What follows belongs to an exercise in optimizing a design on an open flow for small area and a short achievable clock period; a production flow would make more cautious choices.
No run shown here included a check of the RTL's function; only the layout flow was run.
Power and IR drop assume default switching activity.

$ cat flow/design.v
module r10k_sched (
    input  logic        clk,
    input  logic        rst,           
    input  logic [7:0]  n_insts,       
    output logic [7:0]  prog_addr,     
    input  logic [31:0] prog_data0,    
    input  logic [31:0] prog_data1,    
    output logic [1:0]  status,        
    output logic [15:0] cycle,
    output logic [1:0]  fetch_v,
    output logic [15:0] fetch_idx,
    output logic [1:0]  decode_v,
    output logic [15:0] decode_idx,
    output logic [1:0]  dispatch_v,
    output logic [15:0] dispatch_idx,
    output logic [1:0]  issue_v,
    output logic [15:0] issue_idx,
    output logic [1:0]  execute_v,
    output logic [15:0] execute_idx,
    output logic [1:0]  complete_v,
    output logic [15:0] complete_idx,
    output logic [1:0]  retire_v,
    output logic [15:0] retire_idx
);
  localparam logic [1:0] ST_RUN = 2'd0, ST_DONE = 2'd1, ST_ABORT = 2'd2;
  localparam int DECW = 17;
  logic [7:0]             fp, nd, nr;
  logic [1:0]             fq_len, dq_len;
  logic [4:0]             rob_cnt;
  logic [4:0]             flc;                  
  logic [1:0][DECW-1:0]   fq, dq;
  logic [15:0]            rob_done, rob_dv;
  logic [15:0][3:0]       map_tag;              
  logic [15:0]            map_rdy;
  logic [3:0]             rs_busy, rs_iss, rs_w1, rs_w2;
  logic [3:0][3:0]        rs_t1, rs_t2, rs_slot;
  logic [1:0]             xq_len;
  logic [1:0][1:0]        xq_k;                 
  logic [1:0]             cq_len;
  logic [1:0][3:0]        cq_slot;
  logic [1:0]             cq_wait;
  logic [15:0]            cycle_r;
  logic [1:0]             status_r;
  logic [6:0][1:0]        ev_v;                 
  logic [1:0][1:0]        ev_iss_k;
  logic [1:0][3:0]        ev_cmp_slot;
  wire run = (status_r == ST_RUN);
  wire [3:0] h0 = nr[3:0];
  wire [3:0] h1 = nr[3:0] + 4'd1;
  wire       ret0 = (rob_cnt != 5'd0) & rob_done[h0];
  wire       ret1 = ret0 & (rob_cnt[4:1] != 4'd0) & rob_done[h1];
  wire [1:0] nret = {ret1, ret0 & ~ret1};
  wire [1:0] rel  = 2'(ret0 & rob_dv[h0]) + 2'(ret1 & rob_dv[h1]);
  wire c0 = (cq_len != 2'd0) & ~cq_wait[0];
  wire c1 = cq_len[1] & ~cq_wait[1];
  wire k0 = (cq_len != 2'd0) & cq_wait[0];
  wire k1 = cq_len[1] & cq_wait[1];
  wire [1:0] klen = {k0 & k1, k0 ^ k1};
  function automatic logic woken(input logic [3:0] tag);
    woken = (c0 && tag == cq_slot[0]) || (c1 && tag == cq_slot[1]);
  endfunction
  wire ex0 = (xq_len != 2'd0) & ~klen[1];
  wire ex1 = xq_len[1] & (klen == 2'd0);
  wire [1:0] nex = {ex1, ex0 & ~ex1};
  wire [3:0] ex_slot0 = rs_slot[xq_k[0]];
  wire [3:0] ex_slot1 = rs_slot[xq_k[1]];
  logic [3:0] freed;
  always_comb begin
    for (int q = 0; q < 4; q++)
      freed[q] = (ex0 && xq_k[0] == 2'(q)) || (ex1 && xq_k[1] == 2'(q));
  end
  wire [1:0] xq_rem = xq_len - nex;
  logic [3:0] w1_n, w2_n, rdy;
  always_comb begin
    for (int q = 0; q < 4; q++) begin
      w1_n[q] = rs_w1[q] & ~woken(rs_t1[q]);
      w2_n[q] = rs_w2[q] & ~woken(rs_t2[q]);
      rdy[q]  = rs_busy[q] & ~rs_iss[q] & ~w1_n[q] & ~w2_n[q];
    end
  end
  logic [1:0] sel0, sel1;
  logic       any0, any1;
  always_comb begin
    any0 = 1'b0; any1 = 1'b0; sel0 = '0; sel1 = '0;
    for (int q = 0; q < 4; q++) begin
      if (rdy[q]) begin
        if (!any0) begin
          any0 = 1'b1; sel0 = 2'(q);
        end else if (!any1) begin
          any1 = 1'b1; sel1 = 2'(q);
        end
      end
    end
  end
  wire iss0 = any0 & ~xq_rem[1];
  wire iss1 = any1 & (xq_rem == 2'd0);
  logic [3:0] issued;
  always_comb begin
    for (int q = 0; q < 4; q++)
      issued[q] = (iss0 && sel0 == 2'(q)) || (iss1 && sel1 == 2'(q));
  end
  wire [3:0] free = ~rs_busy | freed;
  wire [1:0] kA = dq[0][16:15];
  wire       s1vA = dq[0][14], s2vA = dq[0][9], dvA = dq[0][4];
  wire [3:0] s1A = dq[0][13:10], s2A = dq[0][8:5], dA = dq[0][3:0];
  wire [1:0] kB = dq[1][16:15];
  wire       s1vB = dq[1][14], s2vB = dq[1][9], dvB = dq[1][4];
  wire [3:0] s1B = dq[1][13:10], s2B = dq[1][8:5], dB = dq[1][3:0];
  wire aluA = (kA == 2'd0), ldA = (kA == 2'd1), stA = kA[1];
  wire aluB = (kB == 2'd0), ldB = (kB == 2'd1), stB = kB[1];
  function automatic logic found(input logic [1:0] kind, input logic [3:0] fr);
    case (kind)
      2'd0:    found = fr[0] | fr[1];
      2'd1:    found = fr[2];
      default: found = fr[3];
    endcase
  endfunction
  wire [3:0] selA = {stA, ldA, aluA & ~free[0], aluA & free[0]};
  wire [3:0] selB = {stB, ldB, aluB & (aluA | ~free[0]), aluB & ~aluA & free[0]};
  wire foundA = found(kA, free);
  wire foundA_pre = found(kA, ~rs_busy);
  wire foundB = aluB ? (aluA ? (free[0] & free[1]) : (free[0] | free[1])) :
                ldB  ? (free[2] & ~ldA) : (free[3] & ~stA);
  wire rob_full_r = (rob_cnt == 5'd16) & ~ret0;
  wire rob_room2  = (rob_cnt <= 5'd14) | ret0;           
  wire flA_ok = ~dvA | (flc != 5'd0);
  wire flB_ok = ~dvB | ((flc != 5'd0) & ~(dvA & flc == 5'd1));
  wire canA  = (dq_len != 2'd0) & ~rob_full_r & flA_ok;
  wire dispA = canA & foundA;
  wire dispB = canA & foundA & dq_len[1] & rob_room2 & foundB & flB_ok;
  wire [3:0] slotA = nd[3:0];
  wire [3:0] slotB = nd[3:0] + 4'd1;
  logic [15:0] mrdy;
  always_comb begin
    for (int r = 0; r < 16; r++) mrdy[r] = map_rdy[r] | woken(map_tag[r]);
  end
  wire       wA1 = s1vA & ~mrdy[s1A];
  wire       wA2 = s2vA & ~mrdy[s2A];
  wire       byB1 = dvA & (dA == s1B);
  wire       byB2 = dvA & (dA == s2B);
  wire       wB1 = s1vB & (byB1 | ~mrdy[s1B]);
  wire       wB2 = s2vB & (byB2 | ~mrdy[s2B]);
  wire [3:0] tA1 = map_tag[s1A];
  wire [3:0] tA2 = map_tag[s2A];
  wire [3:0] tB1 = byB1 ? slotA : map_tag[s1B];
  wire [3:0] tB2 = byB2 ? slotA : map_tag[s2B];
  wire       more0 = (fp != n_insts);
  wire       more1 = more0 & ((fp + 8'd1) != n_insts);
  typedef struct packed {
    logic [1:0] m;         
    logic [1:0] nf;        
    logic [1:0] dq_n, fq_n;
  } fe_t;
  function automatic fe_t front(input logic [1:0] dq_after);
    fe_t r;
    logic [1:0] room, fq_after;
    room = 2'd2 - dq_after;
    r.m = (fq_len < room) ? fq_len : room;
    fq_after = fq_len - r.m;
    r.nf = (fq_after == 2'd0) ? (more1 ? 2'd2 : {1'b0, more0}) :
           (fq_after == 2'd1) ? {1'b0, more0} : 2'd0;
    r.dq_n = dq_after + r.m;
    r.fq_n = fq_after + r.nf;
    front = r;
  endfunction
  fe_t fe_0, fe_1, fe_2, fe;
  assign fe_0 = front(dq_len);
  assign fe_1 = front(dq_len - 2'd1);
  assign fe_2 = front(dq_len - 2'd2);
  assign fe   = dispB ? fe_2 : dispA ? fe_1 : fe_0;
  wire [7:0] nr1 = nr + 8'd1;
  wire [7:0] nr2 = nr + 8'd2;
  wire done_n = ret1 ? (nr2 == n_insts) : ret0 ? (nr1 == n_insts) : (nr == n_insts);
  wire progress = ret0 | c0 | c1 | ex0 | (any0 & ~xq_len[1]) | (canA & foundA_pre) |
                  ((fq_len != 2'd0) & ~dq_len[1]) | (more0 & ~fq_len[1]);
  wire abort_n = ~progress & (cq_len == 2'd0);
  always_ff @(posedge clk) begin
    if (rst) begin
      fp <= '0;
      cycle_r <= 16'd1;
      status_r <= ST_RUN;
      ev_v <= '0;
    end else if (run) begin
      fp <= fp + 8'(fe.nf);
      cycle_r <= (done_n | abort_n) ? cycle_r : cycle_r + 16'd1;
      status_r <= done_n ? ST_DONE : abort_n ? ST_ABORT : ST_RUN;
      ev_v[0] <= fe.nf == 2'd2 ? 2'b11 : {1'b0, fe.nf[0]};
      ev_v[1] <= fe.m  == 2'd2 ? 2'b11 : {1'b0, fe.m[0]};
      ev_v[2] <= {dispB, dispA};
      ev_v[3] <= {iss1, iss0};
      ev_v[4] <= {ex1, ex0};
      ev_v[5] <= {c0 & c1, c0 | c1};
      ev_v[6] <= {ret1, ret0};
    end else begin
      ev_v <= '0;
    end
  end
  always_ff @(posedge clk) begin
    if (rst) begin
      nd <= '0;  nr <= '0;
      fq_len <= '0;  dq_len <= '0;
      rob_cnt <= '0;
      flc <= 5'd16;
      rob_done <= '0;
      map_rdy <= '1;
      rs_busy <= '0;
      xq_len <= '0;
      cq_len <= '0;
    end else begin
      nd   <= nd + 8'({dispB, dispA & ~dispB});
      nr   <= ret1 ? nr2 : ret0 ? nr1 : nr;
      fq_len <= fe.fq_n;
      dq_len <= fe.dq_n;
      rob_cnt <= rob_cnt - 5'(nret) + 5'(dispA) + 5'(dispB);
      flc  <= flc + 5'(rel) - 5'(dispA & dvA) - 5'(dispB & dvB);
      for (int s = 0; s < 16; s++) begin
        if ((dispA && slotA == 4'(s)) || (dispB && slotB == 4'(s)))
          rob_done[s] <= 1'b0;
        else
          rob_done[s] <= rob_done[s] | (c0 && cq_slot[0] == 4'(s)) | (c1 && cq_slot[1] == 4'(s));
      end
      for (int r = 0; r < 16; r++) begin
        if ((dispA && dvA && dA == 4'(r)) || (dispB && dvB && dB == 4'(r)))
          map_rdy[r] <= 1'b0;
        else
          map_rdy[r] <= mrdy[r];
      end
      for (int q = 0; q < 4; q++)
        rs_busy[q] <= (rs_busy[q] & ~freed[q]) | (dispA & selA[q]) | (dispB & selB[q]);
      xq_len <= xq_rem + {iss1, iss0 & ~iss1};
      cq_len <= klen + nex;
    end
  end
  function automatic logic [DECW-1:0] dec_word(input logic [31:0] w);
    dec_word = {w[1:0], w[2], w[11:8], w[3], w[19:16], w[4], w[27:24]};
  endfunction
  wire [1:0] dq_after = dq_len - {dispB, dispA & ~dispB};
  wire [1:0] fq_after = fq_len - fe.m;
  always_ff @(posedge clk) begin
    dq[0] <= (dq_after != 2'd0) ? (dispA ? dq[1] : dq[0]) : fq[0];
    dq[1] <= dq_after[1] ? dq[1] : (dq_after[0] ? fq[0] : fq[1]);
    fq[0] <= (fq_after != 2'd0) ? (fe.m == 2'd0 ? fq[0] : fq[1]) : dec_word(prog_data0);
    fq[1] <= fq_after[1] ? fq[1] : (fq_after[0] ? dec_word(prog_data0) : dec_word(prog_data1));
    for (int s = 0; s < 16; s++) begin
      if (dispA && slotA == 4'(s)) rob_dv[s] <= dvA;
      if (dispB && slotB == 4'(s)) rob_dv[s] <= dvB;
    end
    for (int r = 0; r < 16; r++) begin
      if (dispA && dvA && dA == 4'(r)) map_tag[r] <= slotA;
      if (dispB && dvB && dB == 4'(r)) map_tag[r] <= slotB;
    end
    for (int q = 0; q < 4; q++) begin
      rs_iss[q] <= rs_iss[q] | issued[q];
      rs_w1[q]  <= w1_n[q];
      rs_w2[q]  <= w2_n[q];
      if (dispA && selA[q]) begin
        rs_iss[q] <= 1'b0;
        rs_w1[q] <= wA1;  rs_t1[q] <= tA1;
        rs_w2[q] <= wA2;  rs_t2[q] <= tA2;
        rs_slot[q] <= slotA;
      end
      if (dispB && selB[q]) begin
        rs_iss[q] <= 1'b0;
        rs_w1[q] <= wB1;  rs_t1[q] <= tB1;
        rs_w2[q] <= wB2;  rs_t2[q] <= tB2;
        rs_slot[q] <= slotB;
      end
    end
    xq_k[0] <= (xq_rem != 2'd0) ? (nex == 2'd0 ? xq_k[0] : xq_k[1]) : sel0;
    xq_k[1] <= xq_rem[1] ? xq_k[1] : (xq_rem[0] ? sel0 : sel1);
    if (k0) begin
      cq_slot[0] <= cq_slot[0];  cq_wait[0] <= 1'b0;
    end else if (k1) begin
      cq_slot[0] <= cq_slot[1];  cq_wait[0] <= 1'b0;
    end else begin
      cq_slot[0] <= ex_slot0;    cq_wait[0] <= xq_k[0][1];
    end
    if (k0 & k1) begin
      cq_slot[1] <= cq_slot[1];  cq_wait[1] <= 1'b0;
    end else if (k0 | k1) begin
      cq_slot[1] <= ex_slot0;    cq_wait[1] <= xq_k[0][1];
    end else begin
      cq_slot[1] <= ex_slot1;    cq_wait[1] <= xq_k[1][1];
    end
    ev_iss_k[0] <= sel0;
    ev_iss_k[1] <= sel1;
    ev_cmp_slot[0] <= c0 ? cq_slot[0] : cq_slot[1];
    ev_cmp_slot[1] <= cq_slot[1];
  end
  wire [3:0] nr_hi1 = nr[7:4] + 4'd1;
  function automatic logic [7:0] idx_of(input logic [3:0] slot);
    idx_of = {(slot < nr[3:0]) ? nr_hi1 : nr[7:4], slot};
  endfunction
  function automatic logic [15:0] last_two(input logic [7:0] ptr, input logic two);
    logic [7:0] p1;
    p1 = ptr - 8'd1;
    last_two = {p1, two ? p1 - 8'd1 : p1};
  endfunction
  wire [7:0] nd1 = nd + 8'd1;
  wire [7:0] dec0 = (dq_len[1] & ~ev_v[1][1]) ? nd1 : nd;
  wire [3:0] exe_slot0 = (cq_len[1] && ev_v[4] == 2'b01) ? cq_slot[1] : cq_slot[0];
  assign prog_addr = fp;
  assign status    = status_r;
  assign cycle     = cycle_r;
  assign fetch_v    = ev_v[0];  assign fetch_idx    = last_two(fp, ev_v[0][1]);
  assign decode_v   = ev_v[1];  assign decode_idx   = {nd1, dec0};
  assign dispatch_v = ev_v[2];  assign dispatch_idx = last_two(nd, ev_v[2][1]);
  assign issue_v    = ev_v[3];
  assign issue_idx  = {idx_of(rs_slot[ev_iss_k[1]]), idx_of(rs_slot[ev_iss_k[0]])};
  assign execute_v  = ev_v[4];
  assign execute_idx  = {idx_of(cq_slot[1]), idx_of(exe_slot0)};
  assign complete_v = ev_v[5];
  assign complete_idx = {idx_of(ev_cmp_slot[1]), idx_of(ev_cmp_slot[0])};
  assign retire_v   = ev_v[6];  assign retire_idx   = last_two(nr, ev_v[6][1]);
endmodule
$ cat flow/run.sh
#!/bin/bash
# synth_recipe.tcl (not shown) runs the flow's synth.tcl, then flattens the netlist and writes it again
# the make line also repeats each setting of config.mk as NAME=value (left out here)
make -C /OpenROAD-flow-scripts/flow DESIGN_CONFIG=/design/flow/config.mk WORK_HOME=/design/flow/orfs CLKGATE_MAP_FILE= SYNTH_SCRIPT=/design/flow/synth_recipe.tcl finish
$ cat flow/config.mk
export PLATFORM = sky130hd
export DESIGN_NAME = r10k_sched
export DESIGN_NICKNAME = r10k_sched
export VERILOG_FILES = /design/flow/design.v
export SDC_FILE = /design/flow/constraint.sdc
export NUM_CORES = 4
export LEC_CHECK = 0
export CAP_MARGIN = 20
export CORE_MARGIN = 2
export CORE_UTILIZATION = 40
export SLEW_MARGIN = 20
$ cat flow/constraint.sdc
create_clock -name core_clock -period 11.0 [get_ports {clk}]
set_input_delay 2.2000 -clock core_clock [delete_from_list [all_inputs] [get_ports {clk}]]
set_output_delay 2.2000 -clock core_clock [all_outputs]
set_load 0.01 [all_outputs]
==> results of run 1 <==
## flip-flops by register name (all words and copies together), names as in the netlist, 14 cells and up
| name | count |
|---|---|
| cycle_r | 16 |
| rs_slot | 16 |
| rob_done | 16 |
| ev_v | 14 |
| fq | 34 |
| rs_t1 | 16 |
| dq | 34 |
| map_rdy | 16 |
| rob_dv | 16 |
| rs_t2 | 16 |
| map_tag | 64 |
## through the flow
step                      cell area [um^2]  hold slack, ns  worst slack, ns  util, %
after floorplan                      24600           0.369             5.16        -
after global placement               27100           0.468             4.37     44.9
after CTS                            28600           0.493             4.22     47.3
after global routing                 28600           0.544             3.90     47.3
after detailed placement             27100           0.495             4.34     44.9
final                                28600           0.487             4.11     47.3
## layout make-up
cell class / count / area [um^2]
multi-input combinational: 1760 / 14600
sequential: 344 / 8970
inverter: 82 / 308
tap: 782 / 978
timing repair buffer: 232 / 2230
fill: 5418 / 31900
clock inverter: 29 / 383
clock buffer: 47 / 1090
## worst register-to-register path, stage by stage, from the launching register on
cell and delay, ns:
dfxtp_1 0.35, o21ai_0 0.76, inv_1 0.10, ha_1 0.31, o21bai_1 0.24, o311ai_0 0.74, mux2i_1 0.16, mux2i_1 0.15
nor2b_1 0.22, buf_4 0.32, inv_1 0.12, nor2_1 0.17, ha_1 0.18, xnor2_1 0.09, xnor2_2 0.80, nand2_1 0.72
nand2_1 0.75
## final timing paths
check              startpoint               to  slack (ns)
setup / recovery        nd[1]  dispatch_idx[7]        4.11
hold / removal    cycle_r[15]      cycle_r[15]        0.49
setup reg to reg    cq_len[1]           dq[16]        4.44
hold reg to reg   cycle_r[15]      cycle_r[15]        0.49
## layout by cell type (no fill, tap or decap), drive strengths merged, types with 13 or more instances in the layout
cell / n
inv: 82
nor2: 135
and3: 20
a31oi: 34
a221oi: 15
a21o: 13
nand2b: 33
edfxtp: 208
o21ai: 97
ha: 82
clkbuf: 47
a21oi: 67
a211oi: 13
nand2: 230
buf: 38
xnor2: 248
nand3: 47
mux4: 129
nand4: 30
mux2: 133
clkinv: 18
nor3: 67
xor2: 148
mux2i: 28
or3: 16
nor2b: 32
clkdlybuf4s50: 194
dfxtp: 136
## report_power, final
group          switching [uW]  leakage [uW]  total (uW)  internal [uW]
sequential                492       0.00309        2550           2060
clock                     588      0.000713        1490            905
combinational            2630       0.00634        4850           2230
total                    3710        0.0101        8900           5200
## routing by layer
| metal | part of all wire, % | wire length (um) |
|---|---|---|
| met5 | 0 | 0 |
| met4 | 3.0 | 2290 |
| met1 | 43 | 33400 |
| met2 | 46 | 35400 |
| met3 | 8.3 | 6400 |
## cells by family after synthesis
| family | share of synthesized area (%) |
|---|---|
| xor gates and xnor gates | 14.3 |
| buffers and inverters | 3.96 |
| AOI/OAI and AO/OA | 8.00 |
| DFF | 36.5 |
| muxes | 19.1 |
| adders and majority gates | 4.75 |
| and+or+nand+nor | 13.3 |
==> results.ini, run 1 <==
[status]
outcome = finished clean

[drt]
num_vias = 19200
wl_per_cell_um = 23.7
vias_per_cell = 5.86
wirelength_um = 77500
drtAntennaViolNets = 0
drt_iter0_drc = 1793
drtPass1Iterations = 6
route.detailed.drc = 0

[floorplan]
io_pins = 226
die_x_um = 252
start_util_pct = 40.6
die-area_mm2 = 0.0634
rows = 90
die_h_um = 252
coreArea_mm2 = 0.0605

[global_routing]
grt_use_met2_pct = 38.7
grt_busiest_layer = met2
grt_pass1_vias = 19000
grtUsageTotal_pct = 24.2
grt_max_degree = 70
grtUsageMet1_pct = 33.5
grt_pass1_wl_um = 117000
antenna_found_initial = 0
grt.met3_usage_pct = 4.01
grt_overflow_total = 0

[cells_and_area]
finalNonFillerCells = 3276
n_antenna_cell = 0
area_delta_synth_final_pct = 16.5
nets = 2624
drive_gt1_share_pct = 16.1

[clock_network]
ctsHoldBuffers = 0
clk_latency_ns = 0.59
cts.repair.resized = 0
numCtsBuffers = 41
ctsHtreeMaxLevel = 2
clock_sinks = 344
root_buffer = clkbuf_16
clk_pin_slew_ns = 0.06
cts_setup_buffers = 0
cts_buffer_depth = 3
cts_tree = built

[placed_design]
placed_cells = 3200
gp_congestion = 0.934
io_buffers = 195
dp_hpwl_um = 55700

[min_path]
hold_path_class = reg2reg
whs_path_depth = 2

[setup_path]
cp_slowest_cell = ha_1
critPathArrivalTime_ns = 4.69
rr_worst_depth = 16
crit_top_cell = nor3_1
worstSetupPathDepth = 9
cp.required_ns = 8.80
path_buf_inv = 4
end_kind = output port
crit_chain = buf_4 > inv_1 > ha_1 > clkinv_1 > nor3_1 > nand3_1 > nor3_1 > xor2_1 > clkdlybuf4s50_1
cp_max_fo = 18
critPathTopFamily = buffers and inverters
cp-start-kind = flop
critPathMaxStageDelay_ns = 0.91
path_class = reg2out

[power_and_ir_drop]
p_total_uw = 8900
pwr_density_cell_mw_per_mm2 = 311
peakVddDrop_v = 0.000221
power.static_leakage_uw = 0.0101

[yosys]
ys_ff_latch = 344
syn-num-nets = 2504
netlist_area_mm2 = 0.0246
synth_area_per_cell_um2 = 10.5
async_reset_ff_share_pct = 0
synth_most_common_cell = xnor2_1
synth_top_area_cell = edfxtp_1
ys_types = 81
synth_edf_count = 208
ys_top_cells_by_count = 248 x xnor2_1, 230 x nand2_1, 208 x edfxtp_1
synth_top_flop_cell = edfxtp_1
netlist.area_leader.share_pct = 25.4
synth_cells = 2341
yosys-top-cells-area = edfxtp_1 25%, mux4_2 12%, dfxtp_1 11%, xnor2_1 8.8%, mux2_2 6.1%
synth-warning-count = 1
ys_seq_area_share_pct = 36.5

[timing]
worst_pin_slew_ns = 1.07
max_slew_margin_pct = 28.3
finalSetupTns_ns = 0
rsz0062_at_grt = no
final_max_slew_viol_count = 0
finalHoldViolCount = 0
min_period_ns = 6.89
finalSetupViolCount = 0
timing.fmax_ghz = 0.145
clock_skew_ns = 0.0266
finalCritPeriodShare_pct = 62.6

[run]
maxCapViolations = 0

==> inputs of run 2 (changes only) <==
--- a/flow/config.mk
+++ b/flow/config.mk
@@ -8,4 +8,5 @@
 export CAP_MARGIN = 20
 export CORE_MARGIN = 2
 export CORE_UTILIZATION = 40
+export SETUP_SLACK_MARGIN = 5
 export SLEW_MARGIN = 20
==> run 2 against run 1 <==
Against the previous run:
- clock power about the same
- die area unchanged
- critical endpoint is now cycle_r[14]
- critical path depth up 1
- total power up 0.46%
==> results.ini, run 2 <==
[cells_and_area]
largest_register_ffs = 64  ; unchanged
nets = 2629  ; +0.19%
top_register = map_tag
mostFrequentLayoutCell = xnor2_1
drive_gt1_share_pct = 16.7  ; +0.61 points
final_core_util_pct = 47.5  ; +0.17 points
area_delta_synth_final_pct = 16.9
n_antenna_cell = 0  ; unchanged
reg_top3 = map_tag x64, dq x34, fq x34
mostFrequentLayoutCells = 246 x xnor2_1, 228 x nand2_1, 208 x edfxtp_1

[placed_design]
gp_congestion = 0.934  ; unchanged
io_buffers = 195  ; unchanged
dp_hpwl_um = 55700  ; unchanged

[drt]
wirelength_um = 77600  ; +0.13%
drtAntennaViolNets = 0  ; unchanged
drt_iter0_drc = 1695  ; -5.5%
vias_per_cell = 5.86  ; -0.11%
drtPass1Iterations = 5  ; -1
route.detailed.drc = 0  ; unchanged
wl_per_cell_um = 23.7  ; about the same
num_vias = 19200  ; +0.042%

[setup_path]
crit_top_cell = a21oi_1
cp_slowest_cell = nor4_2
end_kind = flop
cp_max_fo = 12  ; -6
critPathTopFamily = compound AO/OA/AOI/OAI gates
path_buf_inv = 1  ; -3
cp-start-kind = primary input
crit_chain = clkdlybuf4s50_1 > xor2_1 > or4_1 > nor4_2 > o2111ai_1 > a211o_1 > o21ai_1 > a21oi_1 > a31o_2 > a21oi_1
cp.required_ns = 11.50  ; +2.70 ns
critPathArrivalTime_ns = 6.35  ; +1.66 ns
critPathMaxStageDelay_ns = 0.80  ; -0.11 ns
path_class = in2reg

[yosys]
synth_top_flop_cell = edfxtp_1
ys_top_cells_by_count = 248 x xnor2_1, 230 x nand2_1, 208 x edfxtp_1
netlist.area_leader.share_pct = 25.4  ; unchanged
ys_ff_latch = 344  ; unchanged
yosys-top-cells-area = edfxtp_1 25%, mux4_2 12%, dfxtp_1 11%, xnor2_1 8.8%, mux2_2 6.1%
async_reset_ff_share_pct = 0  ; unchanged
syn-num-nets = 2504  ; unchanged
synth_edf_count = 208  ; unchanged
ys_types = 81  ; unchanged
synth_top_area_cell = edfxtp_1
ys_seq_area_share_pct = 36.5  ; unchanged
synth_cells = 2341  ; unchanged
synth_most_common_cell = xnor2_1
netlist_area_mm2 = 0.0246  ; unchanged
synth-warning-count = 1  ; unchanged
synth_area_per_cell_um2 = 10.5  ; unchanged

[clock_network]
ctsHtreeMaxLevel = 2  ; unchanged
ctsHoldBuffers = 0  ; unchanged
cts_tree = built
clk_pin_slew_ns = 0.06  ; about the same
numCtsBuffers = 41  ; unchanged
cts_buffer_depth = 3  ; unchanged
clk_latency_ns = 0.59  ; about the same
clock_sinks = 344  ; unchanged
root_buffer = clkbuf_16

[timing]
clock_skew_ns = 0.0265  ; -0.0000206 ns
finalSetupViolCount = 0  ; unchanged
final_max_slew_viol_count = 0  ; unchanged
min_period_ns = 5.85  ; -1.04 ns
finalHoldViolCount = 0  ; unchanged
finalCritPeriodShare_pct = 53.2  ; -9.4 points
finalSetupTns_ns = 0  ; unchanged
holdWs_ns = 0.487  ; +0.000265 ns
worst_pin_slew_ns = 1.08  ; +0.0158 ns
max_slew_margin_pct = 27.1  ; -1.2 points
timing.fmax_ghz = 0.171  ; +18%
rsz0062_at_grt = no

[floorplan]
io_pins = 226  ; unchanged
die_h_um = 252  ; unchanged
start_util_pct = 40.6  ; unchanged
die_x_um = 252  ; unchanged
coreArea_mm2 = 0.0605  ; unchanged
die-area_mm2 = 0.0634  ; unchanged
rows = 90  ; unchanged

[min_path]
hold_path_class = reg2reg

[global_routing]
grtUsageTotal_pct = 24.2  ; about the same
grt_max_degree = 70  ; unchanged
grt_pass1_vias = 19000  ; +0.084%
antenna_found_initial = 0  ; unchanged
grt_pass1_wl_um = 117000  ; about the same
grt_overflow_total = 0  ; unchanged

[power_and_ir_drop]
peakVddDrop_v = 0.000222  ; +0.69%
pwr_density_cell_mw_per_mm2 = 312  ; about the same
power.static_leakage_uw = 0.0102  ; +0.29%
p_total_uw = 8940  ; +0.46%

[run]
maxCapViolations = 0  ; unchanged

[status]
outcome = finished clean

==> run 2: cell counts after synthesis <==
Identical to the previous run, type by type.
==> run 2: report_power, final <==
part	switching, uW	internal [uW]	leakage (uW)	total (uW)
registers	494	2060	0.00309	2550
logic	2640	2250	0.00637	4890
clock network	592	905	0.000713	1500
==> run 2: worst paths after layout <==
| path | startpoint | to | slack [ns] | cells past startpoint |
|---|---|---|---|---|
| setup / recovery | n_insts[2] | cycle_r[14] | 5.15 | 10 |
| hold / removal | cycle_r[15] | cycle_r[15] | 0.49 | 2 |
| setup reg to reg | cq_len[1] | fq[15] | 5.44 | 19 |
| hold reg to reg | cycle_r[15] | cycle_r[15] | 0.49 | 2 |
==> run 2: cell families after synthesis <==
family / after synthesis / synth area share, %
fa+ha+maj: 89 / 4.75
compound gates: 308 / 8.00
flops: 344 / 36.5
buf+inv: 237 / 3.96
xor+xnor: 398 / 14.3
mux: 290 / 19.1
simple gates: 675 / 13.3
==> run 2: routing by layer <==
layer	GRT usage [%]	vias up	wire length, um
met5	0	-	0
met4	7.45	0	2240
met3	4.19	149	6100
met2	38.8	826	35400
met1	33.4	9504	33900
li1	-	8732	-
==> run 2: tightest hold or removal path, cell delays in order, from the launching register on <==
cell and delay, ns:
dfxtp_1 0.32, o31ai_1 0.06, a21oi_1 0.06
==> run 2: metrics by stage <==
stage / setup slack [ns] / cell area (um^2) / std cells
floorplan: 5.16 / 24600 / 2341
global placement: 4.37 / 27100 / 3200
CTS: 4.90 / 28700 / 3281
finish: 5.15 / 28700 / 3281
detailed placement: 4.34 / 27100 / 3200
global route: 5.02 / 28700 / 3281
==> run 2: layout make-up <==
| cell class | count | area, um^2 |
|---|---|---|
| Timing Repair Buffer | 237 | 2270 |
| Clock buffer | 47 | 1090 |
| Clock inverter | 29 | 383 |
| Fill cell | 5411 | 31800 |
| Multi-Input combinational cell | 1760 | 14700 |
| Tap cell | 782 | 978 |
| Inverter | 82 | 318 |
| Sequential cell | 344 | 8970 |
==> run 2: timing repair <==
item,4_1_cts,5_1_grt
resized for setup,10,9
setup buffers,5,0
pin swaps,1,0
endpoints found under the setup margin,81,58
==> inputs of run 3 (changes only) <==
--- a/flow/design.v
+++ b/flow/design.v
@@ -49,19 +49,17 @@
   wire [3:0] h1 = nr[3:0] + 4'd1;
   wire       ret0 = (rob_cnt != 5'd0) & rob_done[h0];
   wire       ret1 = ret0 & (rob_cnt[4:1] != 4'd0) & rob_done[h1];
-  wire [1:0] nret = {ret1, ret0 & ~ret1};
   wire [1:0] rel  = 2'(ret0 & rob_dv[h0]) + 2'(ret1 & rob_dv[h1]);
-  wire c0 = (cq_len != 2'd0) & ~cq_wait[0];
+  wire c0 = cq_len[0] & ~cq_wait[0];
   wire c1 = cq_len[1] & ~cq_wait[1];
-  wire k0 = (cq_len != 2'd0) & cq_wait[0];
+  wire k0 = cq_len[0] & cq_wait[0];
   wire k1 = cq_len[1] & cq_wait[1];
-  wire [1:0] klen = {k0 & k1, k0 ^ k1};
+  wire [1:0] klen = {k0 & k1, k0 | k1};
   function automatic logic woken(input logic [3:0] tag);
     woken = (c0 && tag == cq_slot[0]) || (c1 && tag == cq_slot[1]);
   endfunction
-  wire ex0 = (xq_len != 2'd0) & ~klen[1];
-  wire ex1 = xq_len[1] & (klen == 2'd0);
-  wire [1:0] nex = {ex1, ex0 & ~ex1};
+  wire ex0 = xq_len[0] & ~klen[1];
+  wire ex1 = xq_len[1] & ~klen[0];
   wire [3:0] ex_slot0 = rs_slot[xq_k[0]];
   wire [3:0] ex_slot1 = rs_slot[xq_k[1]];
   logic [3:0] freed;
@@ -69,7 +67,7 @@
     for (int q = 0; q < 4; q++)
       freed[q] = (ex0 && xq_k[0] == 2'(q)) || (ex1 && xq_k[1] == 2'(q));
   end
-  wire [1:0] xq_rem = xq_len - nex;
+  wire [1:0] xq_rem = ex1 ? 2'b00 : ex0 ? {1'b0, xq_len[1]} : xq_len;
   logic [3:0] w1_n, w2_n, rdy;
   always_comb begin
     for (int q = 0; q < 4; q++) begin
@@ -93,7 +91,7 @@
     end
   end
   wire iss0 = any0 & ~xq_rem[1];
-  wire iss1 = any1 & (xq_rem == 2'd0);
+  wire iss1 = any1 & ~xq_rem[0];
   logic [3:0] issued;
   always_comb begin
     for (int q = 0; q < 4; q++)
@@ -125,9 +123,10 @@
   wire rob_room2  = (rob_cnt <= 5'd14) | ret0;           
   wire flA_ok = ~dvA | (flc != 5'd0);
   wire flB_ok = ~dvB | ((flc != 5'd0) & ~(dvA & flc == 5'd1));
-  wire canA  = (dq_len != 2'd0) & ~rob_full_r & flA_ok;
+  wire canA  = dq_len[0] & ~rob_full_r & flA_ok;
   wire dispA = canA & foundA;
   wire dispB = canA & foundA & dq_len[1] & rob_room2 & foundB & flB_ok;
+  wire [7:0] nd1 = nd + 8'd1;
   wire [3:0] slotA = nd[3:0];
   wire [3:0] slotB = nd[3:0] + 4'd1;
   logic [15:0] mrdy;
@@ -145,7 +144,8 @@
   wire [3:0] tB1 = byB1 ? slotA : map_tag[s1B];
   wire [3:0] tB2 = byB2 ? slotA : map_tag[s2B];
   wire       more0 = (fp != n_insts);
-  wire       more1 = more0 & ((fp + 8'd1) != n_insts);
+  wire [7:0] fp1 = fp + 8'd1;
+  wire       more1 = more0 & (fp1 != n_insts);
   typedef struct packed {
     logic [1:0] m;         
     logic [1:0] nf;        
@@ -154,26 +154,25 @@
   function automatic fe_t front(input logic [1:0] dq_after);
     fe_t r;
     logic [1:0] room, fq_after;
-    room = 2'd2 - dq_after;
-    r.m = (fq_len < room) ? fq_len : room;
-    fq_after = fq_len - r.m;
-    r.nf = (fq_after == 2'd0) ? (more1 ? 2'd2 : {1'b0, more0}) :
-           (fq_after == 2'd1) ? {1'b0, more0} : 2'd0;
-    r.dq_n = dq_after + r.m;
-    r.fq_n = fq_after + r.nf;
+    room = {~dq_after[0], ~dq_after[1]};
+    r.m = fq_len & room;
+    fq_after = {fq_len[1] & ~r.m[0], fq_len[1] ? ~r.m[1] : fq_len[0] & ~r.m[0]};
+    r.nf = {~fq_after[0], ~fq_after[1]} & {more1, more0};
+    r.dq_n = {dq_after[1] | (dq_after[0] & r.m[0]) | r.m[1], dq_after[0] | r.m[0]};
+    r.fq_n = {fq_after[1] | (fq_after[0] & r.nf[0]) | r.nf[1], fq_after[0] | r.nf[0]};
     front = r;
   endfunction
   fe_t fe_0, fe_1, fe_2, fe;
   assign fe_0 = front(dq_len);
-  assign fe_1 = front(dq_len - 2'd1);
-  assign fe_2 = front(dq_len - 2'd2);
+  assign fe_1 = front({1'b0, dq_len[1]});
+  assign fe_2 = front(2'b00);
   assign fe   = dispB ? fe_2 : dispA ? fe_1 : fe_0;
   wire [7:0] nr1 = nr + 8'd1;
   wire [7:0] nr2 = nr + 8'd2;
   wire done_n = ret1 ? (nr2 == n_insts) : ret0 ? (nr1 == n_insts) : (nr == n_insts);
   wire progress = ret0 | c0 | c1 | ex0 | (any0 & ~xq_len[1]) | (canA & foundA_pre) |
-                  ((fq_len != 2'd0) & ~dq_len[1]) | (more0 & ~fq_len[1]);
-  wire abort_n = ~progress & (cq_len == 2'd0);
+                  (fq_len[0] & ~dq_len[1]) | (more0 & ~fq_len[1]);
+  wire abort_n = ~progress & ~cq_len[0];
   always_ff @(posedge clk) begin
     if (rst) begin
       fp <= '0;
@@ -181,11 +180,11 @@
       status_r <= ST_RUN;
       ev_v <= '0;
     end else if (run) begin
-      fp <= fp + 8'(fe.nf);
+      fp <= fe.nf[1] ? fp + 8'd2 : fe.nf[0] ? fp1 : fp;
       cycle_r <= (done_n | abort_n) ? cycle_r : cycle_r + 16'd1;
       status_r <= done_n ? ST_DONE : abort_n ? ST_ABORT : ST_RUN;
-      ev_v[0] <= fe.nf == 2'd2 ? 2'b11 : {1'b0, fe.nf[0]};
-      ev_v[1] <= fe.m  == 2'd2 ? 2'b11 : {1'b0, fe.m[0]};
+      ev_v[0] <= fe.nf;
+      ev_v[1] <= fe.m;
       ev_v[2] <= {dispB, dispA};
       ev_v[3] <= {iss1, iss0};
       ev_v[4] <= {ex1, ex0};
@@ -207,11 +206,11 @@
       xq_len <= '0;
       cq_len <= '0;
     end else begin
-      nd   <= nd + 8'({dispB, dispA & ~dispB});
+      nd   <= dispB ? nd + 8'd2 : dispA ? nd1 : nd;
       nr   <= ret1 ? nr2 : ret0 ? nr1 : nr;
       fq_len <= fe.fq_n;
       dq_len <= fe.dq_n;
-      rob_cnt <= rob_cnt - 5'(nret) + 5'(dispA) + 5'(dispB);
+      rob_cnt <= rob_cnt - 5'({ret1, ret0 & ~ret1}) + 5'(dispA) + 5'(dispB);
       flc  <= flc + 5'(rel) - 5'(dispA & dvA) - 5'(dispB & dvB);
       for (int s = 0; s < 16; s++) begin
         if ((dispA && slotA == 4'(s)) || (dispB && slotB == 4'(s)))
@@ -227,19 +226,19 @@
       end
       for (int q = 0; q < 4; q++)
         rs_busy[q] <= (rs_busy[q] & ~freed[q]) | (dispA & selA[q]) | (dispB & selB[q]);
-      xq_len <= xq_rem + {iss1, iss0 & ~iss1};
-      cq_len <= klen + nex;
+      xq_len <= {xq_rem[1] | (xq_rem[0] & iss0) | iss1, xq_rem[0] | iss0};
+      cq_len <= {klen[1] | (klen[0] & ex0) | ex1, klen[0] | ex0};
     end
   end
   function automatic logic [DECW-1:0] dec_word(input logic [31:0] w);
     dec_word = {w[1:0], w[2], w[11:8], w[3], w[19:16], w[4], w[27:24]};
   endfunction
-  wire [1:0] dq_after = dq_len - {dispB, dispA & ~dispB};
-  wire [1:0] fq_after = fq_len - fe.m;
+  wire [1:0] dq_after = dispB ? 2'b00 : dispA ? {1'b0, dq_len[1]} : dq_len;
+  wire [1:0] fq_after = {fq_len[1] & ~fe.m[0], fq_len[1] ? ~fe.m[1] : fq_len[0] & ~fe.m[0]};
   always_ff @(posedge clk) begin
-    dq[0] <= (dq_after != 2'd0) ? (dispA ? dq[1] : dq[0]) : fq[0];
+    dq[0] <= dq_after[0] ? (dispA ? dq[1] : dq[0]) : fq[0];
     dq[1] <= dq_after[1] ? dq[1] : (dq_after[0] ? fq[0] : fq[1]);
-    fq[0] <= (fq_after != 2'd0) ? (fe.m == 2'd0 ? fq[0] : fq[1]) : dec_word(prog_data0);
+    fq[0] <= fq_after[0] ? (fe.m[0] ? fq[1] : fq[0]) : dec_word(prog_data0);
     fq[1] <= fq_after[1] ? fq[1] : (fq_after[0] ? dec_word(prog_data0) : dec_word(prog_data1));
     for (int s = 0; s < 16; s++) begin
       if (dispA && slotA == 4'(s)) rob_dv[s] <= dvA;
@@ -266,7 +265,7 @@
         rs_slot[q] <= slotB;
       end
     end
-    xq_k[0] <= (xq_rem != 2'd0) ? (nex == 2'd0 ? xq_k[0] : xq_k[1]) : sel0;
+    xq_k[0] <= xq_rem[0] ? (ex0 ? xq_k[1] : xq_k[0]) : sel0;
     xq_k[1] <= xq_rem[1] ? xq_k[1] : (xq_rem[0] ? sel0 : sel1);
     if (k0) begin
       cq_slot[0] <= cq_slot[0];  cq_wait[0] <= 1'b0;
@@ -296,7 +295,6 @@
     p1 = ptr - 8'd1;
     last_two = {p1, two ? p1 - 8'd1 : p1};
   endfunction
-  wire [7:0] nd1 = nd + 8'd1;
   wire [7:0] dec0 = (dq_len[1] & ~ev_v[1][1]) ? nd1 : nd;
   wire [3:0] exe_slot0 = (cq_len[1] && ev_v[4] == 2'b01) ? cq_slot[1] : cq_slot[0];
   assign prog_addr = fp;
==> run 3 against run 2 <==
Against the previous run:
- cell count shrank 0.70%
- sequential share of layout area grew 0.19 points
- clock power shrank 3%
- critical path depth is the same
- synthesized cell count shrank 0.34%
- largest cell class unchanged
- combinational power shrank 46%
- highest routed layer unchanged
- count of clock-buffer cells in the layout grew 9
- worst setup slack gained 0.064 ns
- fmax grew 1.1%
- total power shrank 32%
- still clean on timing, DRC and antenna
- wire length grew 4.8%
==> results.ini, run 3 <==
[status]
outcome = finished clean

[floorplan]
die_h_um = 252  ; about the same
rows = 90  ; unchanged
die_x_um = 252  ; about the same
coreArea_mm2 = 0.0605  ; unchanged
start_util_pct = 40.5  ; -0.081 points
io_pins = 226  ; unchanged
die-area_mm2 = 0.0633  ; -0.19%

[setup_path]
end_kind = output port
path_buf_inv = 5  ; +4
cp_slowest_cell = clkdlybuf4s50_1
crit_chain = buf_6 > clkinvlp_4 > buf_4 > ha_4 > inv_1 > nor3_1 > nand3_1 > nor3_1 > xor2_1 > clkdlybuf4s50_1
cp-start-kind = flop
critPathArrivalTime_ns = 3.59  ; -2.76 ns
crit_top_cell = nor3_1
cp_max_fo = 23  ; +11
critPathTopFamily = buffers and inverters
cp.required_ns = 8.80  ; -2.70 ns
critPathMaxStageDelay_ns = 0.55  ; -0.25 ns
path_class = reg2out

[power_and_ir_drop]
peakVddDrop_v = 0.000146  ; -34%
pwr_density_cell_mw_per_mm2 = 214  ; -31%
power.static_leakage_uw = 0.00985  ; -3.2%

[yosys]
netlist_area_mm2 = 0.0245  ; -0.20%
synth_cells = 2333  ; -0.34%
synth_top_flop_cell = edfxtp_1
ys_top_cells_by_count = 235 x xnor2_1, 208 x edfxtp_1, 164 x nand2_1
synth_area_per_cell_um2 = 10.5  ; +0.14%
yosys-top-cells-area = edfxtp_1 25%, mux4_2 11%, dfxtp_1 11%, xnor2_1 8.4%, mux2_2 6.5%
synth-warning-count = 1  ; unchanged
synth_top_area_cell = edfxtp_1
ys_ff_latch = 344  ; unchanged
netlist.area_leader.share_pct = 25.5  ; +0.051 points
synth_edf_count = 208  ; unchanged
synth_most_common_cell = xnor2_1
ys_seq_area_share_pct = 36.6  ; +0.073 points
ys_types = 90  ; +11%
async_reset_ff_share_pct = 0  ; unchanged
syn-num-nets = 2473  ; -1.2%

[placed_design]
dp_hpwl_um = 57900  ; +3.8%
io_buffers = 195  ; unchanged
placed_cells = 3174  ; -0.81%
gp_congestion = 0.924  ; -1.0%

[drt]
wirelength_um = 81300  ; +4.8%
vias_per_cell = 6.05  ; +3.4%
drtPass1Iterations = 5  ; unchanged
drt_iter0_drc = 1813  ; +7.0%
drtAntennaViolNets = 0  ; unchanged
wl_per_cell_um = 25.0  ; +5.6%
route.detailed.drc = 0  ; unchanged
num_vias = 19700  ; +2.7%

[cells_and_area]
n_antenna_cell = 0  ; unchanged
nets = 2585  ; -1.7%
nFillCells = 5443  ; +0.59%
finalNonFillerCells = 3258  ; -0.70%
regArea_mm2 = 0.00897  ; about the same
largest_register_ffs = 64  ; unchanged
drive_gt1_share_pct = 17.6  ; +0.96 points
top_register = map_tag
area_delta_synth_final_pct = 16.5
multi_input_area_mm2 = 0.0145  ; -1.2%
reg_top3 = map_tag x64, dq x34, fq x34
mostFrequentLayoutCells = 235 x xnor2_1, 208 x edfxtp_1, 194 x clkdlybuf4s50_1
mostFrequentLayoutCell = xnor2_1

[timing]
min_period_ns = 5.79  ; -0.0642 ns
clock_skew_ns = 0.0182  ; -0.00838 ns
finalSetupViolCount = 0  ; unchanged
finalSetupTns_ns = 0  ; unchanged
rsz0062_at_grt = no
timing.fmax_ghz = 0.173  ; +1.1%
max_slew_margin_pct = 25.1  ; -2.1 points
worst_pin_slew_ns = 1.11  ; +0.0327 ns
finalHoldViolCount = 0  ; unchanged
final_max_slew_viol_count = 0  ; unchanged
finalCritPeriodShare_pct = 52.6  ; -0.58 points

[global_routing]
grt_overflow_total = 0  ; unchanged
grt_pass1_vias = 19600  ; +3.0%
antenna_found_initial = 0  ; unchanged
grt_max_degree = 71  ; +1.4%
grt_pass1_wl_um = 123000  ; +4.8%
grtUsageTotal_pct = 25.4  ; +1.2 points

[clock_network]
ctsHoldBuffers = 0  ; unchanged
clk_pin_slew_ns = 0.06  ; about the same
cts_tree = built
root_buffer = clkbuf_16
cts_buffer_depth = 3  ; unchanged
ctsHtreeMaxLevel = 2  ; unchanged
clk_latency_ns = 0.58  ; about the same
clock_sinks = 344  ; unchanged
numCtsBuffers = 43  ; +4.9%

[run]
maxCapViolations = 0  ; unchanged

[min_path]
hold_path_class = reg2reg

run 3: cells by family after synthesis:
kind of cell	count (synthesis)	synth area share (%)
buffers and inverters	256	4.39
AND/OR/NAND/NOR	680	14.1
AO/OA/AOI/OAI	320	8.85
XOR/XNOR	370	13.3
flip-flops	344	36.6
multiplexers	296	19.2
adder cells (fa/ha/maj)	67	3.56
run 3: per-layer routing:
layer | track usage, % | wire length (um) | up-vias
met4 | 8.04 | 2230 | 0
met2 | 41.7 | 38400 | 986
met1 | 34.6 | 34100 | 9842
met3 | 3.82 | 6630 | 159
li1 | - | - | 8737
met5 | 0 | 0 | -
run 3: cell type report:
class                           instances  area share (%)
Clock buffer                           56            4.12
Tap cell                              782            3.43
Timing Repair Buffer                  241            8.12
Multi-Input combinational cell       1733            50.9
Sequential cell                       344            31.5
Inverter                               82            1.16
Clock inverter                         20           0.829
run 3: power by group:
part	leakage, uW	internal, uW	switching (uW)
sequential	0.00311	1680	332
clock	0.000690	869	578
combinational	0.00604	1250	1390
total	0.00985	3790	2300
run 3: repair_timing:
item                       CTS  global route
setup endpoints to repair   11            16
gates cloned                 0             0
gates resized for setup     10            14
buffers inserted             8             0
run 3: path summary, 6_finish.rpt:
| path | from | endpoint | slack [ns] | depth (start not counted) |
|---|---|---|---|---|
| setup / recovery | nr[1] | retire_idx[7] | 5.21 | 10 |
| hold / removal | rs_iss[0] | rs_iss[0] | 0.48 | 1 |
| hold reg to reg | rs_iss[0] | rs_iss[0] | 0.48 | 1 |
| setup reg to reg | nr[3] | flc[4] | 5.27 | 17 |
run 3: worst reg2reg max path, cell delays in order, from the launching register on:
cell and delay, ns:
dfxtp_1 0.70, nor2_1 0.24, a22oi_2 0.25, nand3_1 0.20
and2_4 0.25, a32o_1 0.31, or3_4 0.48, or2_1 0.52
inv_4 0.38, and2_4 0.35, inv_6 0.13, fa_1 0.49
fa_1 0.42, ha_1 0.21, a21oi_1 0.12, nor2_1 0.06
or3_1 0.34, a21o_1 0.18
run 3: metrics by stage:
step / util (%) / setup slack, ns / hold slack, ns / total power (uW) / cell area (um^2)
after floorplan: - / 5.65 / 0.369 / 3680 / 24500
after global placement: 44.6 / 5.07 / 0.455 / 4580 / 27000
after detailed placement: 44.6 / 5.02 / 0.462 / 4620 / 27000
after CTS: 47.1 / 5.02 / 0.479 / 6090 / 28500
after global routing: 47.2 / 5.01 / 0.502 / 6370 / 28500
final: 47.2 / 5.21 / 0.480 / 6100 / 28500
==> inputs of run 4 (changes only) <==
==> flow/flow/run.sh (new file) <==
#!/bin/bash
# The standard layout (the standard.sh, standard synthesis unchanged), with two changes to
# how the layout is optimised, not to what it is measured against:
#  - the port buffers are plain buffers (buf_4) instead of the default delay-style cell;
#  - the setup repair aims for more slack than the standard margin, and may change a cell's
#    footprint when it resizes.
# make's full output goes to flow.log here; ORFS's per-step logs stay under orfs/logs.
set -euo pipefail
bash standard.sh "BUFFER_PORTS_ARGS=-buffer_cell sky130_fd_sc_hd__buf_4" \
  SETUP_SLACK_MARGIN=7.5 MATCH_CELL_FOOTPRINT=0 finish > flow.log 2>&1
==> flow/standard.sh (new file) <==
#!/bin/bash
# synth_recipe.tcl (not shown) runs the flow's synth.tcl, then flattens the netlist and writes it again
# the make line also repeats each setting of config.mk as NAME=value (left out here)
make -C /OpenROAD-flow-scripts/flow DESIGN_CONFIG=/design/flow/config.mk WORK_HOME=/design/flow/orfs CLKGATE_MAP_FILE= SYNTH_SCRIPT=/design/flow/synth_recipe.tcl "${@:-finish}"
--- a/flow/config.mk
+++ b/flow/config.mk
@@ -8,5 +8,4 @@
 export CAP_MARGIN = 20
 export CORE_MARGIN = 2
 export CORE_UTILIZATION = 40
-export SETUP_SLACK_MARGIN = 5
 export SLEW_MARGIN = 20
removed: flow/run.sh
==> run 4 against run 3 <==
Against the previous run:
- global-route usage grew 2.8 points
- clock skew grew 0.023 ns
- worst setup slack gained 0.74 ns
- non-clock buffer count grew 333
- sequential cell count is the same
- combinational power grew 43%
- final area grew 27%
- sequential share of layout area shrank 6.4 points
- critical path depth shrank 1
- count of clock-buffer cells in the layout shrank 4
- core utilization grew 13 points
==> results.ini, run 4 <==
[status]
outcome = finished clean

[setup_path]
rr_worst_depth = 30  ; +13
critPathMaxStageDelay_ns = 0.40  ; -0.15 ns
crit_chain = clkinvlp_4 > buf_12 > ha_4 > clkinv_8 > or3_4 > or3_4 > nor3_4 > xor2_1 > buf_4
timing.rr.start = nr[1]
crit_start = nd[1]
cp_max_fo = 4  ; -83%
cp.required_ns = 8.80  ; about the same
path_class = reg2out
crit_top_cell = or3_4
end_kind = output port
cp-start-kind = flop
cp_slowest_cell = or3_4
critPathArrivalTime_ns = 2.85  ; -0.74 ns
crit_end = dispatch_idx[7]
rrSetupSlack_ns = 6.43  ; +1.16 ns
reg2reg_to = map_rdy[8]

[yosys]
synth_compound_area_share_pct = 8.85  ; unchanged
synth_top_flop_cell = edfxtp_1
synth_simple_gate_area_share_pct = 14.1  ; unchanged
ys_seq_area_share_pct = 36.6  ; unchanged
netlist.area_leader.share_pct = 25.5  ; unchanged
ys_top_cells_by_count = 235 x xnor2_1, 208 x edfxtp_1, 164 x nand2_1
ys_types = 90  ; unchanged
synth_edf_count = 208  ; unchanged
async_reset_ff_share_pct = 0  ; unchanged
synth_cells = 2333  ; unchanged
ys_ff_latch = 344  ; unchanged
synthAdderAreaFrac_pct = 3.56  ; unchanged
yosys-top-cells-area = edfxtp_1 25%, mux4_2 11%, dfxtp_1 11%, xnor2_1 8.4%, mux2_2 6.5%
synth_xor_area_share_pct = 13.3  ; unchanged
synth-warning-count = 1  ; unchanged
synth_top_area_cell = edfxtp_1
synth_top_family_by_area = multiplexers
synthMuxAreaShare_pct = 19.2  ; unchanged
synth_area_per_cell_um2 = 10.5  ; unchanged
netlist_area_mm2 = 0.0245  ; unchanged
synth_most_common_cell = xnor2_1
syn-num-nets = 2473  ; unchanged

[drt]
top_layer = met5
drt_iter0_drc = 2284  ; +26%
drtPass1Iterations = 5  ; unchanged
vias_per_cell = 6.13  ; +1.2%
route.detailed.drc = 0  ; unchanged
num_vias = 22100  ; +12%
route.met2.wl_um = 45200  ; +18%
wl_met1_um = 37100  ; +8.9%
drtAntennaViolNets = 0  ; unchanged
wirelength_um = 96200  ; +18%
wl_met3_um = 8910  ; +34%
wl_per_cell_um = 26.7  ; +6.8%

[timing]
max_slew_margin_pct = 20.0  ; -5.1 points
finalSetupViolCount = 0  ; unchanged
timing.fmax_ghz = 0.198  ; +15%
final_max_slew_viol_count = 0  ; unchanged
clock_skew_ns = 0.0411  ; +0.0229 ns
setup_ws_ns = 5.95  ; +0.736 ns
finalSetupTns_ns = 0  ; unchanged
worst_pin_slew_ns = 1.20  ; +0.0838 ns
finalHoldViolCount = 0  ; unchanged
min_period_ns = 5.05  ; -0.736 ns
finalCritPeriodShare_pct = 45.9  ; -6.7 points
rsz0062_at_grt = yes

[placed_design]
pre_cts_ws_ns = 5.00  ; -0.0220 ns
dp_hpwl_um = 57900  ; about the same
gp_congestion = 0.912  ; -1.3%
io_buffers = 195  ; unchanged
placed_cells = 3173  ; -0.032%
placed_area_mm2 = 0.0275  ; +2.1%

[global_routing]
grt_pass1_vias = 21600  ; +11%
grt_overflow_total = 0  ; unchanged
grtUsageTotal_pct = 28.2  ; +2.8 points
grt_max_degree = 58  ; -18%
grt_pass1_wl_um = 135000  ; +10%
antenna_found_initial = 1  ; +1

[run]
maxCapViolations = 0  ; unchanged

[cells_and_area]
mostFrequentLayoutCells = 334 x buf_4, 208 x edfxtp_1, 166 x xnor2_1
finalNonFillerCells = 3606  ; +11%
largest_register_ffs = 64  ; unchanged
finalInstanceArea_mm2 = 0.0361  ; +27%
n_antenna_cell = 0  ; unchanged
drive_gt1_share_pct = 50.5  ; +33 points
reg_top3 = map_tag x64, dq x34, fq x34
nets = 2931  ; +13%
area_delta_synth_final_pct = 47.4
top_register = map_tag
mostFrequentLayoutCell = buf_4

[power_and_ir_drop]
pwr_density_cell_mw_per_mm2 = 202  ; -5.6%
p_seq_share_pct = 28.5  ; -4.5 points
p_comb_share_pct = 51.8  ; +8.6 points
power.static_leakage_uw = 0.0139  ; +41%
p_total_uw = 7290  ; +20%
peakVddDrop_v = 0.000174  ; +19%
swShare_pct = 39.3  ; +1.6 points
p_sw_uw = 2860  ; +25%
p_int_uw = 4420  ; +17%
clock_power_share_pct = 19.7  ; -4.1 points

[clock_network]
numCtsBuffers = 41  ; -4.7%
clock_sinks = 344  ; unchanged
root_buffer = clkbuf_16
clk_latency_ns = 0.60  ; +0.02 ns
ctsHoldBuffers = 0  ; unchanged
cts_buffer_depth = 3  ; unchanged
cts_tree = built
ctsHtreeMaxLevel = 2  ; unchanged
clk_pin_slew_ns = 0.06  ; about the same

[floorplan]
coreArea_mm2 = 0.0605  ; unchanged
start_util_pct = 40.5  ; unchanged
die-area_mm2 = 0.0633  ; unchanged
rows = 90  ; unchanged
io_pins = 226  ; unchanged
die_x_um = 252  ; unchanged
die_h_um = 252  ; unchanged

[min_path]
min-delay-start = rs_iss[1]
hold_path_class = reg2reg

[run 4: worst max-delay path: cells and delay by family, from the launching register on]
kind                     cells  cell delay, ns
XOR/XNOR                     1            0.16
flip-flops                   1            0.37
buffers and inverters        4            0.46
adder cells (fa/ha/maj)      1            0.33
AND/OR/NAND/NOR              3            0.91
[run 4: cell families after synthesis]
group,count (synthesis)
AND/OR/NAND/NOR,680
XOR/XNOR,370
flip-flops,344
AO/OA/AOI/OAI,320
multiplexers,296
buffers and inverters,256
adder cells (fa/ha/maj),67
[run 4: area by class of cell]
class | instances | area [um^2]
timing repair inverter | 4 | 40.0
inverter | 82 | 447
clock inverter | 24 | 275
clock buffer | 52 | 1110
fill | 4524 | 24300
multi-input combinational | 1744 | 18300
tap | 782 | 978
sequential | 344 | 9050
timing repair buffer | 574 | 5960
[run 4: timing repair]
item | in CTS | in global routing
pin swaps | 132 | 128
gates resized for setup | 530 | 374
buffers inserted | 208 | 114
endpoints found under the setup margin | 610 | 567
cloned | 22 | 13
[run 4: worst min-delay path by stage]
| stage | cells after the start | endpoint |
|---|---|---|
| detailed placement | 1 | rs_iss[0] |
| floorplan | 0 | ev_cmp_slot[4] |
| global placement | 1 | rs_iss[0] |
| CTS | 1 | rs_iss[0] |
| global route | 2 | rob_done[14] |
| finish | 2 | rs_iss[1] |
[run 4: routing by layer]
metal / global-route usage (%) / up-vias
li1: - / 9463
met1: 36.5 / 11000
met2: 45.4 / 1331
met3: 5.85 / 346
met4: 12.8 / 2
met5: 0 / -
[run 4: stage by stage]
stage                     hold slack (ns)  utilization [%]
final                               0.503             59.7
after global routing                0.540             59.7
after CTS                           0.485             55.1
after detailed placement            0.472             45.5
after global placement              0.456             45.5
after floorplan                     0.369                -
[run 4: power groups by stage]
stage                     Sequential, uW  Clock, uW  Combinational (uW)
final                               2070       1440                3780
after global routing                2090       1500                3950
after floorplan                     1830          0                2040
after CTS                           2040       1440                3240
after detailed placement            2070          0                2670
after global placement              2050          0                2620

afterwards: timing with drivers on the ports:
How much do the figures lean on ideal ports? The routed layouts below were timed once more, with nothing changed but the port constraints. Step 1: set_driving_cell puts a clkbuf_16 on clk and a buf_2 on each other input, an assumption about the parent block. Step 2 also shifts input and output timing later by t, the mid clock arrival at the registers, as if the neighbouring blocks saw the same clock. a / b / c = ideal / step 1 / step 2; a / b = the first two.
run	t (ns)	slack for setup (ns)	worst hold slack (ns)	clock arrival spread, ns	worst register clock-pin slew, ns
run 1	0.643	4.113 / 4.047 / 4.436	0.487 / 0.487 / 0.487	0.026 / 0.027	0.06 / 0.06
run 2	0.643	5.148 / 5.161 / 4.548	0.487 / 0.487 / 0.487	0.026 / 0.027	0.07 / 0.07
run 3	0.632	5.213 / 5.155 / 5.266	0.480 / 0.480 / 0.480	0.020 / 0.020	0.07 / 0.07
run 4	0.645	5.948 / 5.888 / 6.315	0.503 / 0.503 / 0.503	0.041 / 0.041	0.08 / 0.08
After both steps setup and hold are still met in every run listed. For run 2, which loses most, drivers alone change the setup slack by +0.013 ns; drivers and shift together by -0.600 ns.
